Source: an optimization exercise on an open RTL-to-GDS flow (aim: a short achievable clock period and few clock cycles). Production flows keep margins and buffers that such runs may drop. At most, simulation tests tie the RTL to the original design; equivalence was not proved. Power is estimated from default activity; no workload was simulated.

==> trial 62 <==
==> flow/design.v <==
module idxfp (
    input             clk,
    input             rst,             
    input             reset_capable,   
    input             poll,
    input      [31:0] now,
    output            busy,
    input             rx_avail,
    input       [7:0] rx_data,
    output            rx_pop,
    output            rdr_rst_n,
    output            ev_read,
    output            ev_remove,
    output     [39:0] ev_tag,
    input             cfg_req,
    input             cfg_we,
    input       [1:0] cfg_addr,
    input      [31:0] cfg_wdata,
    output     [31:0] cfg_rdata
);
    localparam [31:0] WAIT_RESET = 32'd1000;
    localparam [1:0] P_IDLE    = 2'd0;
    localparam [1:0] P_SETTLED = 2'd1;
    localparam [1:0] P_AWAIT   = 2'd2;
    reg         rc;          
    reg         act;         
    reg         pe;          
    reg  [3:0]  cnt;         
    reg         seen;        
    reg         f_rt;        
    reg         f_exp;       
    reg         nr, nm, np;  
    reg  [16:0] dl_lo;       
    reg  [15:0] now_hi;      
    reg  [16:0] dl_hi;       
    reg  [7:0]  fb [0:5];
    reg  [3:0]  hold;
    reg  [3:0]  ncnt;
    reg         fd_err;
    reg         in_frame;
    reg  [1:0]  pstate;
    reg  [32:0] deadline;
    reg  [39:0] last_tag;
    reg  [31:0] wait_r;
    reg  [1:0]  ev_en;
    reg  [3:0]  errstat;
    reg  [31:0] cfg_rdata_q;
    wire [7:0] d = rx_data;
    wire c_stx  = (d == 8'h02);
    wire c_etx  = (d == 8'h03);
    wire c_pad  = (d == 8'h0D) || (d == 8'h0A);
    wire c_hexd = (d[7:4] == 4'h3) && (!d[3] || (d[2:1] == 2'b00));
    wire c_hexl = (d[7:3] == 5'b01000) && (d[2:0] != 3'd0) && (d[2:0] != 3'd7);
    wire c_hex  = c_hexd || c_hexl;
    wire c_inv  = !(c_stx || c_etx || c_pad || c_hex);
    wire [3:0] nib = c_hexd ? d[3:0] :
                     {1'b1, (d[2:0] >= 3'd3), (d[2:0] == 3'd1 || d[2:0] == 3'd2 || d[2:0] == 3'd5 || d[2:0] == 3'd6), !d[0]};
    wire       ok     = !fd_err;
    wire       n12    = (ncnt == 4'd12);
    wire       inc    = ok && !n12;           
    wire       ovf    = ok && n12;            
    wire       hsel   = inc && !ncnt[0];      
    wire [7:0] fb_xor = fb[0] ^ fb[1] ^ fb[2] ^ fb[3] ^ fb[4];
    wire       tag_ok = ok && (fb_xor == fb[5]);
    wire       take   = pe && rx_avail;       
    wire       endc   = act && !take;         
    wire       dec    = take && c_etx && tag_ok;
    wire       seen_n = seen || dec;
    assign rx_pop    = take;
    assign busy      = act;
    assign ev_read   = nr && !take;
    assign ev_remove = nm && !take;
    assign rdr_rst_n = !(np && !take);
    assign ev_tag    = last_tag;
    assign cfg_rdata = cfg_rdata_q;
    wire need_n  = (seen_n && (f_rt || rc)) || (!seen_n && f_exp && ev_en[1]);
    wire last16  = take && (cnt == 4'd15) && !need_n;
    wire exp_new = rc && (pstate == P_AWAIT) && ({1'b0, now} >= deadline);
    integer i;
    always @(posedge clk) begin
        dl_hi <= {1'b0, now_hi} + {1'b0, wait_r[31:16]} + {16'd0, dl_lo[16]};
        if (rst) begin
            rc          <= reset_capable;
            act         <= 1'b0;
            pe          <= 1'b0;
            cnt         <= 4'd0;
            seen        <= 1'b0;
            f_rt        <= 1'b0;
            f_exp       <= 1'b0;
            nr          <= 1'b0;
            nm          <= 1'b0;
            np          <= 1'b0;
            dl_lo       <= 17'd0;
            now_hi      <= 16'd0;
            for (i = 0; i < 6; i = i + 1)
                fb[i] <= 8'd0;
            hold        <= 4'd0;
            ncnt        <= 4'd0;
            fd_err      <= 1'b1;
            in_frame    <= 1'b0;
            pstate      <= P_IDLE;
            deadline    <= 33'd0;
            last_tag    <= 40'd0;
            wait_r      <= WAIT_RESET;
            ev_en       <= 2'd0;
            errstat     <= 4'd0;
            cfg_rdata_q <= 32'd0;
        end else begin
            if (poll && !rx_avail) begin
                if (exp_new)
                    pstate <= P_IDLE;
            end
            if (endc || last16) begin
                if (seen_n) begin
                    pstate <= rc ? P_AWAIT : P_SETTLED;
                    if (rc) deadline <= {dl_hi, dl_lo[15:0]};
                end else if (f_exp) begin
                    pstate <= P_IDLE;
                end
            end
            if (poll) begin
                act    <= rx_avail || (exp_new && ev_en[1]);
                pe     <= rx_avail;
                cnt    <= 4'd0;
                seen   <= 1'b0;
                dl_lo  <= {1'b0, now[15:0]} + {1'b0, wait_r[15:0]};
                now_hi <= now[31:16];
                f_rt   <= ev_en[0] && (!rc || pstate != P_AWAIT);
                f_exp  <= exp_new;
                nr     <= 1'b0;
                np     <= 1'b0;
                nm     <= exp_new && ev_en[1];
            end else if (take) begin
                cnt  <= cnt + 4'd1;
                pe   <= (cnt != 4'd15);
                if (cnt == 4'd15)
                    act <= need_n;
                seen <= seen_n;
                nr   <= seen_n && f_rt;
                np   <= seen_n && rc;
                nm   <= !seen_n && f_exp && ev_en[1];
            end else if (endc) begin
                act <= 1'b0;
                pe  <= 1'b0;
                nr  <= 1'b0;
                nm  <= 1'b0;
                np  <= 1'b0;
            end
            if (cfg_req) begin
                if (cfg_we) begin
                    case (cfg_addr)
                    2'd0: wait_r  <= cfg_wdata;
                    2'd1: ev_en   <= cfg_wdata[1:0];
                    2'd2: errstat <= errstat & ~cfg_wdata[3:0];
                    default: ;
                    endcase
                end else begin
                    case (cfg_addr)
                    2'd0:    cfg_rdata_q <= wait_r;
                    2'd1:    cfg_rdata_q <= {30'd0, ev_en};
                    2'd2:    cfg_rdata_q <= {28'd0, errstat};
                    default: cfg_rdata_q <= 32'd0;
                    endcase
                end
            end
            if (take) begin
                if (c_stx) begin
                    ncnt     <= 4'd0;
                    fd_err   <= 1'b0;
                    in_frame <= 1'b1;
                end
                if (c_etx)
                    in_frame <= 1'b0;
                if (c_hex && inc)
                    ncnt <= ncnt + 4'd1;
                if ((c_hex && ovf) || (c_inv && ok))
                    fd_err <= 1'b1;
                if (c_hex && hsel)
                    hold <= nib;
                for (i = 0; i < 6; i = i + 1)
                    if (c_hex && inc && ncnt == 2 * i + 1)
                        fb[i] <= {hold, nib};
                if (dec)
                    last_tag <= {fb[0], fb[1], fb[2], fb[3], fb[4]};
                if (in_frame) begin
                    if (c_etx && ok && !tag_ok) errstat[0] <= 1'b1;
                    if (c_stx)                  errstat[1] <= 1'b1;
                    if (c_inv && ok)            errstat[2] <= 1'b1;
                    if (c_hex && ovf)           errstat[3] <= 1'b1;
                end
            end
        end
    end
endmodule
==> flow/run.sh <==
#!/bin/bash
# synth_recipe.tcl (not shown) runs the flow's synth.tcl, then flattens the netlist and writes it again
# the make line also repeats each setting of config.mk as NAME=value (left out here)
make -C /OpenROAD-flow-scripts/flow DESIGN_CONFIG=/design/flow/config.mk WORK_HOME=/design/flow/orfs CLKGATE_MAP_FILE= SYNTH_SCRIPT=/design/flow/synth_recipe.tcl finish
==> flow/config.mk <==
export PLATFORM = sky130hd
export DESIGN_NAME = idxfp
export DESIGN_NICKNAME = idxfp
export VERILOG_FILES = /design/flow/design.v
export SDC_FILE = /design/flow/constraint.sdc
export NUM_CORES = 4
export LEC_CHECK = 0
export ABC_CLOCK_PERIOD_IN_PS = 200
export CAP_MARGIN = 20
export CORE_MARGIN = 2
export CORE_UTILIZATION = 40
export SETUP_SLACK_MARGIN = 2.7
export SLEW_MARGIN = 20
==> flow/constraint.sdc <==
create_clock -name core_clock -period 5.0 [get_ports {clk}]
set_input_delay 1.0000 -clock core_clock [delete_from_list [all_inputs] [get_ports {clk}]]
set_output_delay 1.0000 -clock core_clock [all_outputs]
set_load 0.01 [all_outputs]
==> trial 42: changes against trial 62 <==
==> flow/design.v, changed modules only <==
module idxfp (
    input             clk,
    input             rst,             
    input             reset_capable,   
    input             poll,
    input      [31:0] now,
    output            busy,
    input             rx_avail,
    input       [7:0] rx_data,
    output            rx_pop,
    output            rdr_rst_n,
    output            ev_read,
    output            ev_remove,
    output     [39:0] ev_tag,
    input             cfg_req,
    input             cfg_we,
    input       [1:0] cfg_addr,
    input      [31:0] cfg_wdata,
    output     [31:0] cfg_rdata
);
    localparam [31:0] WAIT_RESET = 32'd1000;
    localparam [1:0] P_IDLE    = 2'd0;
    localparam [1:0] P_SETTLED = 2'd1;
    localparam [1:0] P_AWAIT   = 2'd2;
    localparam E_CHK = 0;
    localparam E_FRM = 1;
    localparam E_HEX = 2;
    localparam E_OVF = 3;
    reg         rc;          
    reg         act;         
    reg         pe;          
    reg  [3:0]  cnt;         
    reg         seen;        
    reg         f_rt;        
    reg         f_exp;       
    reg         nr, nm, np;  
    reg  [31:0] now_q;       
    reg  [32:0] dl_c;        
    reg  [7:0]  fb [0:5];
    reg  [3:0]  hold;
    reg  [3:0]  ncnt;
    reg         fd_err;
    reg         in_frame;
    reg  [1:0]  pstate;
    reg  [32:0] deadline;
    reg  [39:0] last_tag;
    reg  [31:0] wait_r;
    reg  [1:0]  ev_en;
    reg  [3:0]  errstat;
    reg  [31:0] cfg_rdata_q;
    wire       is_stx  = (rx_data == 8'h02);
    wire       is_etx  = (rx_data == 8'h03);
    wire       is_pad  = (rx_data == 8'h0D) || (rx_data == 8'h0A);
    wire       is_hexd = (rx_data[7:4] == 4'h3) && (rx_data[3:0] <= 4'h9);
    wire       is_hexl = (rx_data[7:3] == 5'b01000) && (rx_data[2:0] != 3'd0) && (rx_data[2:0] != 3'd7);
    wire       is_hex  = is_hexd || is_hexl;
    wire       is_inv  = !(is_stx || is_etx || is_pad || is_hex);
    wire [3:0] nib     = is_hexd ? rx_data[3:0] : (rx_data[3:0] + 4'd9);
    wire [7:0] fb_xor  = fb[0] ^ fb[1] ^ fb[2] ^ fb[3] ^ fb[4];
    wire       tag_ok  = !fd_err && (fb_xor == fb[5]);
    wire       take    = pe && rx_avail;         
    wire       endc    = act && !take;           
    wire       dec     = take && is_etx && tag_ok;
    wire       seen_n  = seen || dec;
    assign rx_pop    = take;
    assign busy      = act;
    assign ev_read   = nr && !take;
    assign ev_remove = nm && !take;
    assign rdr_rst_n = !(np && !take);
    assign ev_tag    = last_tag;
    assign cfg_rdata = cfg_rdata_q;
    wire need_n  = (seen_n && (f_rt || rc)) || (!seen_n && f_exp && ev_en[1]);
    wire last16  = take && (cnt == 4'd15) && !need_n;
    wire exp_new = rc && (pstate == P_AWAIT) && ({1'b0, now} >= deadline);
    integer i;
    always @(posedge clk) begin
        dl_c <= {1'b0, now_q} + {1'b0, wait_r};
        if (rst) begin
            rc          <= reset_capable;
            act         <= 1'b0;
            pe          <= 1'b0;
            cnt         <= 4'd0;
            seen        <= 1'b0;
            f_rt        <= 1'b0;
            f_exp       <= 1'b0;
            nr          <= 1'b0;
            nm          <= 1'b0;
            np          <= 1'b0;
            now_q       <= 32'd0;
            for (i = 0; i < 6; i = i + 1)
                fb[i] <= 8'd0;
            hold        <= 4'd0;
            ncnt        <= 4'd0;
            fd_err      <= 1'b1;
            in_frame    <= 1'b0;
            pstate      <= P_IDLE;
            deadline    <= 33'd0;
            last_tag    <= 40'd0;
            wait_r      <= WAIT_RESET;
            ev_en       <= 2'd0;
            errstat     <= 4'd0;
            cfg_rdata_q <= 32'd0;
        end else begin
            if (poll && !rx_avail) begin
                if (exp_new)
                    pstate <= P_IDLE;
            end
            if (endc || last16) begin
                if (seen_n) begin
                    pstate <= rc ? P_AWAIT : P_SETTLED;
                    if (rc) deadline <= dl_c;
                end else if (f_exp) begin
                    pstate <= P_IDLE;
                end
            end
            if (poll) begin
                act   <= rx_avail || (exp_new && ev_en[1]);
                pe    <= rx_avail;
                cnt   <= 4'd0;
                seen  <= 1'b0;
                now_q <= now;
                f_rt  <= ev_en[0] && (!rc || pstate != P_AWAIT);
                f_exp <= exp_new;
                nr    <= 1'b0;
                np    <= 1'b0;
                nm    <= exp_new && ev_en[1];
            end else if (take) begin
                cnt  <= cnt + 4'd1;
                pe   <= (cnt != 4'd15);
                if (cnt == 4'd15)
                    act <= need_n;
                seen <= seen_n;
                nr   <= seen_n && f_rt;
                np   <= seen_n && rc;
                nm   <= !seen_n && f_exp && ev_en[1];
            end else if (endc) begin
                act <= 1'b0;
                pe  <= 1'b0;
                nr  <= 1'b0;
                nm  <= 1'b0;
                np  <= 1'b0;
            end
            if (cfg_req) begin
                if (cfg_we) begin
                    case (cfg_addr)
                    2'd0: wait_r  <= cfg_wdata;
                    2'd1: ev_en   <= cfg_wdata[1:0];
                    2'd2: errstat <= errstat & ~cfg_wdata[3:0];
                    default: ;
                    endcase
                end else begin
                    case (cfg_addr)
                    2'd0:    cfg_rdata_q <= wait_r;
                    2'd1:    cfg_rdata_q <= {30'd0, ev_en};
                    2'd2:    cfg_rdata_q <= {28'd0, errstat};
                    default: cfg_rdata_q <= 32'd0;
                    endcase
                end
            end
            if (take) begin
                if (is_stx) begin
                    if (in_frame)
                        errstat[E_FRM] <= 1'b1;
                    ncnt     <= 4'd0;
                    fd_err   <= 1'b0;
                    in_frame <= 1'b1;
                end else if (is_etx) begin
                    if (!fd_err) begin
                        if (tag_ok)
                            last_tag <= {fb[0], fb[1], fb[2], fb[3], fb[4]};
                        else if (in_frame)
                            errstat[E_CHK] <= 1'b1;
                    end
                    in_frame <= 1'b0;
                end else if (is_hex) begin
                    if (!fd_err) begin
                        if (ncnt == 4'd12) begin
                            fd_err <= 1'b1;
                            if (in_frame)
                                errstat[E_OVF] <= 1'b1;
                        end else if (!ncnt[0]) begin
                            hold <= nib;
                            ncnt <= ncnt + 4'd1;
                        end else begin
                            fb[ncnt[3:1]] <= {hold, nib};
                            ncnt <= ncnt + 4'd1;
                        end
                    end
                end else if (is_inv) begin
                    if (!fd_err) begin
                        fd_err <= 1'b1;
                        if (in_frame)
                            errstat[E_HEX] <= 1'b1;
                    end
                end
            end
        end
    end
endmodule
Settings changed: ABC_CLOCK_PERIOD_IN_PS 200 to default, SETUP_SLACK_MARGIN 2.7 to default.
==> build 97: changes against trial 62 <==
--- a/flow/design.v
+++ b/flow/design.v
@@ -31,7 +31,7 @@
     reg         f_exp;       
     reg         nr, nm, np;  
-    reg  [16:0] dl_lo;       
-    reg  [15:0] now_hi;      
-    reg  [16:0] dl_hi;       
+    reg  [11:0] dl_lo;       
+    reg  [20:0] now_hi;      
+    reg  [11:0] dl_mid;      
     reg  [7:0]  fb [0:5];
     reg  [3:0]  hold;
@@ -74,10 +74,9 @@
     assign ev_tag    = last_tag;
     assign cfg_rdata = cfg_rdata_q;
-    wire need_n  = (seen_n && (f_rt || rc)) || (!seen_n && f_exp && ev_en[1]);
-    wire last16  = take && (cnt == 4'd15) && !need_n;
+    wire [10:0] dl_top = now_hi[20:11] + wait_r[31:22] + {9'd0, dl_mid[11]};
     wire exp_new = rc && (pstate == P_AWAIT) && ({1'b0, now} >= deadline);
     integer i;
     always @(posedge clk) begin
-        dl_hi <= {1'b0, now_hi} + {1'b0, wait_r[31:16]} + {16'd0, dl_lo[16]};
+        dl_mid <= {1'b0, now_hi[10:0]} + {1'b0, wait_r[21:11]} + {11'd0, dl_lo[11]};
         if (rst) begin
             rc          <= reset_capable;
@@ -91,6 +90,6 @@
             nm          <= 1'b0;
             np          <= 1'b0;
-            dl_lo       <= 17'd0;
-            now_hi      <= 16'd0;
+            dl_lo       <= 12'd0;
+            now_hi      <= 21'd0;
             for (i = 0; i < 6; i = i + 1)
                 fb[i] <= 8'd0;
@@ -111,8 +110,8 @@
                     pstate <= P_IDLE;
             end
-            if (endc || last16) begin
-                if (seen_n) begin
+            if (endc) begin
+                if (seen) begin
                     pstate <= rc ? P_AWAIT : P_SETTLED;
-                    if (rc) deadline <= {dl_hi, dl_lo[15:0]};
+                    if (rc) deadline <= {dl_top, dl_mid[10:0], dl_lo[10:0]};
                 end else if (f_exp) begin
                     pstate <= P_IDLE;
@@ -124,6 +123,6 @@
                 cnt    <= 4'd0;
                 seen   <= 1'b0;
-                dl_lo  <= {1'b0, now[15:0]} + {1'b0, wait_r[15:0]};
-                now_hi <= now[31:16];
+                dl_lo  <= {1'b0, now[10:0]} + {1'b0, wait_r[10:0]};
+                now_hi <= now[31:11];
                 f_rt   <= ev_en[0] && (!rc || pstate != P_AWAIT);
                 f_exp  <= exp_new;
@@ -134,6 +133,4 @@
                 cnt  <= cnt + 4'd1;
                 pe   <= (cnt != 4'd15);
-                if (cnt == 4'd15)
-                    act <= need_n;
                 seen <= seen_n;
                 nr   <= seen_n && f_rt;
==> results by group <==
Place
  • Inst Count DP: between 1500 and 2000
  • Post-Place Worst Slack: roughly 1.2 ns

Die
  • Full die area: slightly above 30000 um^2

Status
  • Status: finished clean

Yosys
  • Synth Area in Compound Gates: 0.122

Power
  • Seq group: roughly 2100 uW

Worst setup path
  • Setup slack, reg-to-reg: about 2.4 ns

STA
  • Fmax: 0.366 GHz

Routing
  • Metal2 WL: between 15000 and 20000 um

Hold path
  • Hold Path End: deadline[21]

GRT
  • Met1 Use GR: 0.257

Clocking
  • CTS buffer count: 28
The numbers above come from build 97.

==> results by group <==
Power
  • LEAKAGE: ~0.006 uW

STA
  • Fmax: around 0.24 GHz
  • Skew final: around 0.013 ns

Place
  • Post-Place Worst Slack: between 0.2 and 0.3 ns
  • Inst Count DP: between 1500 and 2000

Yosys
  • Synth Area in Compound Gates: 0.128

GRT
  • Met1 Use GR: 0.249

Die
  • Full die area: about 33000 um^2
  • Die width: ~180 um
  • Row count: between 60 and 70

Worst setup path
  • Slowest CP cell: or4_1
  • Setup slack, reg-to-reg: between 1.5 and 2 ns

Clocking
  • Clk sink count: between 200 and 300

Status
  • Status: finished clean

Hold path
  • Hold Path End: deadline[32]
The numbers above come from trial 42.

==> results by group <==
Power
  • Seq group: about 2200 uW

Clocking
  • CTS buffer count: 29

Hold path
  • Hold Path End: deadline[27]

Place
  • Inst Count DP: roughly 1800

Status
  • Status: finished clean

Die
  • Full die area: 31800 um^2

STA
  • Fmax: 0.379 GHz

Routing
  • Metal2 WL: roughly 15000 um
The numbers above come from trial 62.

Testbench counts of trial 62, summed over its fixed seeds: cycles 54,285.
Only the layout flow was run in trial 42 and build 97; the RTL was not checked for function there.

port drivers added, routing unchanged:
In the flow no input, the clock included, has a driving cell. The finished layouts below were timed again as built, in two steps.
Step 1: set_driving_cell puts a clkbuf_16 on clk and a buf_2 on each other input, an assumption about the parent block.
Step 2 moves the port delays by t, midway between the first and last clock arrival at a register: inputs arrive t later, outputs are due t later. That takes back most of the time a late clock gives input paths.
Slacks: no drivers / after step 1 / after step 2; pairs: no drivers / after step 1.
run	shift t [ns]	slack for setup (ns)	latest minus earliest clock arrival (ns)	worst register clock-pin slew, ns
trial 62	0.592	2.361 / 2.358 / 1.766	0.010 / 0.010	0.06 / 0.06
trial 42	0.601	0.855 / 0.884 / 0.282	0.013 / 0.013	0.06 / 0.06
build 97	0.578	2.268 / 2.276 / 1.698	0.010 / 0.010	0.06 / 0.06
After both steps every run listed still meets setup and hold. For trial 62, which loses most, drivers alone change the setup slack by -0.003 ns; drivers and shift together by -0.595 ns.
